This design comes from an exercise in tuning for small area, a short achievable clock period and few clock cycles on the open sky130 flow, not from production work. Where RTL was checked, it was by simulation tests only, not by an equivalence proof against the original. No activity file was given, so power comes from the tool's default toggle rates.

## avchrd
module avchrd (
    input  wire        clk,
    input  wire        rst,
    input  wire        we,
    input  wire [5:0]  waddr,
    input  wire [31:0] wdata,
    input  wire        cmd_valid,
    input  wire [2:0]  cmd,
    input  wire [5:0]  raddr,
    output reg  [31:0] rdata,
    output wire        busy,
    output wire [2:0]  err
);
export LEC_CHECK = 0
export CAP_MARGIN = 40
export CELL_PAD_IN_SITES_DETAIL_PLACEMENT = 1
export CELL_PAD_IN_SITES_GLOBAL_PLACEMENT = 2
export CORE_MARGIN = 2
export CORE_UTILIZATION = 45
export SETUP_SLACK_MARGIN = 3.5
export SLEW_MARGIN = 40
create_clock -name core_clock -period 8.0 [get_ports {clk}]
run.sh (not shown) runs the stock make flow with config.mk's settings and CLKGATE_MAP_FILE= SYNTH_SCRIPT=/design/flow/synth_recipe.tcl, a recipe that flattens the netlist after the stock synthesis.
The first run finished clean.
Testbench counts at the start, summed over its fixed seeds: cycles 46,172.
Edit:
--- a/flow/config.mk
+++ b/flow/config.mk
@@ -6,9 +6,10 @@
 export NUM_CORES = 4
 export LEC_CHECK = 0
+export ABC_AREA = 1
 export CAP_MARGIN = 40
 export CELL_PAD_IN_SITES_DETAIL_PLACEMENT = 1
 export CELL_PAD_IN_SITES_GLOBAL_PLACEMENT = 2
 export CORE_MARGIN = 2
-export CORE_UTILIZATION = 45
+export CORE_UTILIZATION = 60
 export SETUP_SLACK_MARGIN = 3.5
 export SLEW_MARGIN = 40
Result: With this change the flow died in global placement without I/O (3_1_place_gp_skip_io) (GPL-0301); synthesized area grows by 2.5%; synthesized cell count grows by 47%.
Edit:
--- a/flow/config.mk
+++ b/flow/config.mk
@@ -6,10 +6,10 @@
 export NUM_CORES = 4
 export LEC_CHECK = 0
-export ABC_AREA = 1
+export ABC_CLOCK_PERIOD_IN_PS = 4500
 export CAP_MARGIN = 40
 export CELL_PAD_IN_SITES_DETAIL_PLACEMENT = 1
 export CELL_PAD_IN_SITES_GLOBAL_PLACEMENT = 2
 export CORE_MARGIN = 2
-export CORE_UTILIZATION = 60
+export CORE_UTILIZATION = 30
 export SETUP_SLACK_MARGIN = 3.5
 export SLEW_MARGIN = 40
Result: The changed run finished clean. Area after synthesis is lower by about 2.5%. Synthesized cell count is lower by 32%.
Edit:
==> flow/config.mk (replaced) <==
export PLATFORM = sky130hd
export DESIGN_NAME = avchrd
export DESIGN_NICKNAME = avchrd
export VERILOG_FILES = /design/flow/design.v
export SDC_FILE = /design/flow/constraint.sdc
export NUM_CORES = 4
export LEC_CHECK = 0
export CAP_MARGIN = 20
export CELL_PAD_IN_SITES_DETAIL_PLACEMENT = 1
export CELL_PAD_IN_SITES_GLOBAL_PLACEMENT = 2
export CORE_MARGIN = 2
export CORE_UTILIZATION = 45
export SETUP_SLACK_MARGIN = 2.5
export SLEW_MARGIN = 20
=> The new run passed the timing, DRC and antenna checks. Die area came out lower by a quarter to a third. Power came out lower by a few percent. Worst setup slack is worse by 0.18 ns. Sequential share of layout area came out higher by 2.8 points. Hold slack is better by 0.0031 ns.


rev 12:
avchrd again, from the RTL that the note above started with.
## avchrd
module avchrd (
    input  wire        clk,
    input  wire        rst,
    input  wire        we,
    input  wire [5:0]  waddr,
    input  wire [31:0] wdata,
    input  wire        cmd_valid,
    input  wire [2:0]  cmd,
    input  wire [5:0]  raddr,
    output reg  [31:0] rdata,
    output wire        busy,
    output wire [2:0]  err
);
export LEC_CHECK = 0
export CAP_MARGIN = 20
export CELL_PAD_IN_SITES_DETAIL_PLACEMENT = 1
export CELL_PAD_IN_SITES_GLOBAL_PLACEMENT = 2
export CORE_MARGIN = 2
export CORE_UTILIZATION = 45
export SETUP_SLACK_MARGIN = 3.0
export SLEW_MARGIN = 20
create_clock -name core_clock -period 8.0 [get_ports {clk}]
Testbench counts of rev 12, summed over its fixed seeds: cycles 46,172.
Changes in rev 13 relative to rev 12:
Settings: CORE_UTILIZATION changed from 45 to 60; SETUP_SLACK_MARGIN changed from 3.0 to 3.5; SLEW_MARGIN changed from 20 to 40; CAP_MARGIN changed from 20 to 40.
Results
Rev 13: number of standard-cell rows in the floorplan is 14% lower than what rev 12 reported.
From rev 12 to rev 13 the numbers moved as follows: final weighted congestion in routability-driven placement rose about 8%, number of hold buffers added after cts about even, fraction of the mapped netlist area in adder cells about even, total of cells resized after clock tree synthesis fell 103.
Height of the die (rev 13 / rev 12): 0.868
Sort rev 13 and rev 12 by count of placed standard cells including taps desc -> top: rev 12
Any difference in synthesized cell count between rev 13 and rev 12 is small enough to ignore.
Against rev 12, rev 13 comes in 9400 µm lower on total half-perimeter wirelength after legalization and detailed placement.
Compared with rev 12, rev 13 shows a lower horizontal extent of the die.
Re synthesized area: no difference whatsoever between rev 13 and rev 12.
Rev 13 | ERROR | 5_1_grt


Setup of alpha:
Another version of the RTL of avchrd (not shown whole).
Size in the first run: roughly 2,500 cells after synthesis, roughly 590 flip-flops, roughly 87 I/O pins, ~0.030 mm² of cells after synthesis.
clock: 8.0 ns
lec_check: 0
cap_margin: 20
cell_pad_in_sites_detail_placement: 1
cell_pad_in_sites_global_placement: 2
core_margin: 2
core_utilization: 45
setup_slack_margin: 2.5
slew_margin: 20
standard.sh (not shown) runs the stock make flow with config.mk's settings and CLKGATE_MAP_FILE= SYNTH_SCRIPT=/design/flow/synth_recipe.tcl, a recipe that flattens the netlist after the stock synthesis.
==> flow/flow/run.sh <==
#!/bin/bash
# Standard layout, with sizing not limited to cells of the same footprint,
# the port buffers made of a plain buffer cell instead of a delay buffer, and
# a clock tree with larger sink clusters and no dummy loads.
set -euo pipefail
bash standard.sh MATCH_CELL_FOOTPRINT=0 \
    "BUFFER_PORTS_ARGS=-buffer_cell sky130_fd_sc_hd__buf_4" \
    "CTS_ARGS=-sink_clustering_enable -repair_clock_nets -dont_use_dummy_load -sink_clustering_size 24 -sink_clustering_max_diameter 60" \
    finish > standard.log 2>&1
Looking at the reports, alpha completed the entire flow and the layout it produced met the timing, DRC and antenna checks.
--- input diff alpha..beta ---
- swapping 2.5 for 2.6 in SETUP_SLACK_MARGIN
- swapping 1 for 0 in CELL_PAD_IN_SITES_DETAIL_PLACEMENT
- swapping 2 for 1 in CELL_PAD_IN_SITES_GLOBAL_PLACEMENT
==> flow/flow/run.sh <==
#!/bin/bash
# Standard layout, with sizing not limited to cells of the same footprint,
# the port buffers made of a plain buffer cell instead of a delay buffer, and
# a clock tree with larger sink clusters and no dummy loads.
set -euo pipefail
bash standard.sh MATCH_CELL_FOOTPRINT=0 \
    "BUFFER_PORTS_ARGS=-buffer_cell sky130_fd_sc_hd__buf_2" \
    "CTS_ARGS=-sink_clustering_enable -repair_clock_nets -dont_use_dummy_load -sink_clustering_size 30 -sink_clustering_max_diameter 70" \
    finish > standard.log 2>&1
beta reached the final stage; the timing, DRC and antenna checks on its layout passed. Looking at final setup slack of the worst path, beta sits above alpha. Core utilization: beta lower than alpha. Of alpha and beta, alpha shows the lower sequential share of layout area, with beta above it. Against alpha, wire length in beta came out better. beta vs alpha, power dissipated by switching net loads went down by about 3%. beta against alpha: shortest clock period the worst path allows after layout shows a reduction of 86 ps, netlist area before placement has remained practically unchanged.
What gamma does differently from beta at the input level:
- SETUP_SLACK_MARGIN changed from 2.6 to 2.5
- CORE_UTILIZATION changed from 45 to 50
- CELL_PAD_IN_SITES_DETAIL_PLACEMENT changed from 0 to 1
- SLEW_MARGIN changed from 20 to 10
- CAP_MARGIN changed from 20 to 10
- CELL_PAD_IN_SITES_GLOBAL_PLACEMENT changed from 1 to 2
==> flow/flow/run.sh <==
#!/bin/bash
# Standard layout, with sizing not limited to cells of the same footprint,
# the port buffers made of a plain buffer cell instead of a delay buffer, and
# a clock tree with larger sink clusters and no dummy loads.
set -euo pipefail
bash standard.sh MATCH_CELL_FOOTPRINT=0 \
    "BUFFER_PORTS_ARGS=-buffer_cell sky130_fd_sc_hd__buf_4" \
    "CTS_ARGS=-sink_clustering_enable -repair_clock_nets -dont_use_dummy_load -sink_clustering_size 24 -sink_clustering_max_diameter 60" \
    finish > standard.log 2>&1
==> comparison <==
Between gamma and beta, internal power is lower for beta, gamma comes in above that.
Diff gamma and beta: setup slack higher in beta
Cell with the biggest individual delay on the critical path: a222oi_1 -> beta, o21ai_2 -> gamma
Relative to beta, HPWL reported at the end of detailed placement increased by about 2% in gamma.
On gamma: count of inserted tapcells is 91 lower than what beta gave.
Diff gamma and beta: number of fillers in the final layout lower in beta
### gamma -> delta
- changing CAP_MARGIN from 10 to 20
- changing SLEW_MARGIN from 10 to 20
- changing CORE_UTILIZATION from 50 to 45
==> flow/flow/run.sh <==
#!/bin/bash
# Standard layout, with sizing not limited to cells of the same footprint,
# the port buffers made of a plain buffer cell instead of a delay buffer, and
# a clock tree with larger sink clusters and no dummy loads.
set -euo pipefail
bash standard.sh MATCH_CELL_FOOTPRINT=0 \
    "BUFFER_PORTS_ARGS=-buffer_cell sky130_fd_sc_hd__buf_2" \
    "CTS_ARGS=-sink_clustering_enable -repair_clock_nets -dont_use_dummy_load -sink_clustering_size 30 -sink_clustering_max_diameter 70" \
    finish > standard.log 2>&1
==> results.txt <==
- Summary of delta over gamma: number of fillers in the final layout went up by 744, post-route cell area saw a decrease, total chip power lower, global-route usage lost 4.5 points, synthesis-to-finish area growth went down 0.72 points.
Function was not checked in any run of this note: the RTL went through the layout flow alone.


Another version of the RTL of avchrd (not shown whole).
For scale: roughly 2600 cells after synthesis, ~87 I/O pins, roughly 31000 um2 of cells after synthesis.
Settings: LEC_CHECK=0, CAP_MARGIN=20, CELL_PAD_IN_SITES_DETAIL_PLACEMENT=1, CELL_PAD_IN_SITES_GLOBAL_PLACEMENT=2, CORE_MARGIN=2, CORE_UTILIZATION=45, SETUP_SLACK_MARGIN=2.5, SLEW_MARGIN=20; clock period 8.0 ns.
==> flow/flow/run.sh <==
#!/bin/bash
# Standard layout, with sizing not limited to cells of the same footprint and
# the port buffers made of a plain buffer cell instead of a delay buffer.
set -euo pipefail
bash standard.sh MATCH_CELL_FOOTPRINT=0 \
    "BUFFER_PORTS_ARGS=-buffer_cell sky130_fd_sc_hd__buf_4" \
    finish > standard.log 2>&1
Testbench counts at the start, summed over its fixed seeds: cycles 46,172.
Change:
--- a/flow/config.mk
+++ b/flow/config.mk
@@ -11,4 +11,4 @@
 export CORE_MARGIN = 2
 export CORE_UTILIZATION = 45
-export SETUP_SLACK_MARGIN = 2.5
+export SETUP_SLACK_MARGIN = 3.3
 export SLEW_MARGIN = 20
The new run produced a clean layout. Fmax rises by a few percent. Critical path depth falls by 1. Design area rose by a little under a tenth. Worst setup slack improves by 0.14 ns. Count of clock-buffer cells in the layout falls by 5. Final cell count increases by a few percent. Routed wire length rises by a few percent. Register-to-register slack is worse by 0.44 ns. First-iteration DRC count is higher by a little under a tenth. Global-route usage rose by 1.7 points. Non-clock buffer count is higher by 143.

==> re-timing with driven ports <==
In the flow no input, the clock included, has a driving cell. The finished layouts below were timed again as built, in two steps. Step 1: set_driving_cell puts a clkbuf_16 on clk and a buf_2 on each other input, an assumption about the parent block. Step 2 also shifts input and output timing later by t, the mid clock arrival at the registers, as if the neighbouring blocks saw the same clock. Three values: ideal ports, drivers, drivers and shift; two values: the first two.
| run | t (ns) | slack for setup (ns) | hold WS [ns] | worst setup path after step 2 | slew at the worst register clock pin (ns) |
|---|---|---|---|---|---|
| the first run of note 1 | 0.687 | 2.571 / 2.219 / 2.219 | 0.450 / 0.450 / 0.450 | input to output | 0.07 / 0.07 |
| the third run of note 1 | 0.728 | 2.568 / 2.282 / 2.282 | 0.443 / 0.443 / 0.443 | input to output | 0.07 / 0.07 |
| the fourth run of note 1 | 0.700 | 2.390 / 2.257 / 2.006 | 0.447 / 0.447 / 0.447 | input to register | 0.07 / 0.07 |
| rev 12 | 0.686 | 2.411 / 2.232 / 2.232 | 0.444 / 0.444 / 0.444 | input to output | 0.07 / 0.07 |
| alpha | 0.675 | 2.369 / 2.287 / 2.287 | 0.417 / 0.417 / 0.417 | input to output | 0.09 / 0.09 |
| beta | 0.672 | 2.455 / 2.393 / 2.393 | 0.462 / 0.462 / 0.462 | input to output | 0.11 / 0.11 |
| gamma | 0.675 | 2.347 / 2.201 / 2.201 | 0.462 / 0.462 / 0.462 | input to output | 0.10 / 0.10 |
| delta | 0.668 | 2.404 / 2.332 / 2.332 | 0.467 / 0.467 / 0.467 | input to output | 0.10 / 0.10 |
| the first run of note 4 | 0.700 | 2.436 / 2.187 / 2.187 | 0.465 / 0.465 / 0.465 | input to output | 0.07 / 0.07 |
| the second run of note 4 | 0.698 | 2.572 / 2.270 / 2.270 | 0.458 / 0.458 / 0.458 | input to output | 0.06 / 0.06 |
After both steps every run listed still meets setup and hold. For the fourth run of note 1, which loses most, drivers alone change the setup slack by -0.133 ns; drivers and shift together by -0.384 ns.
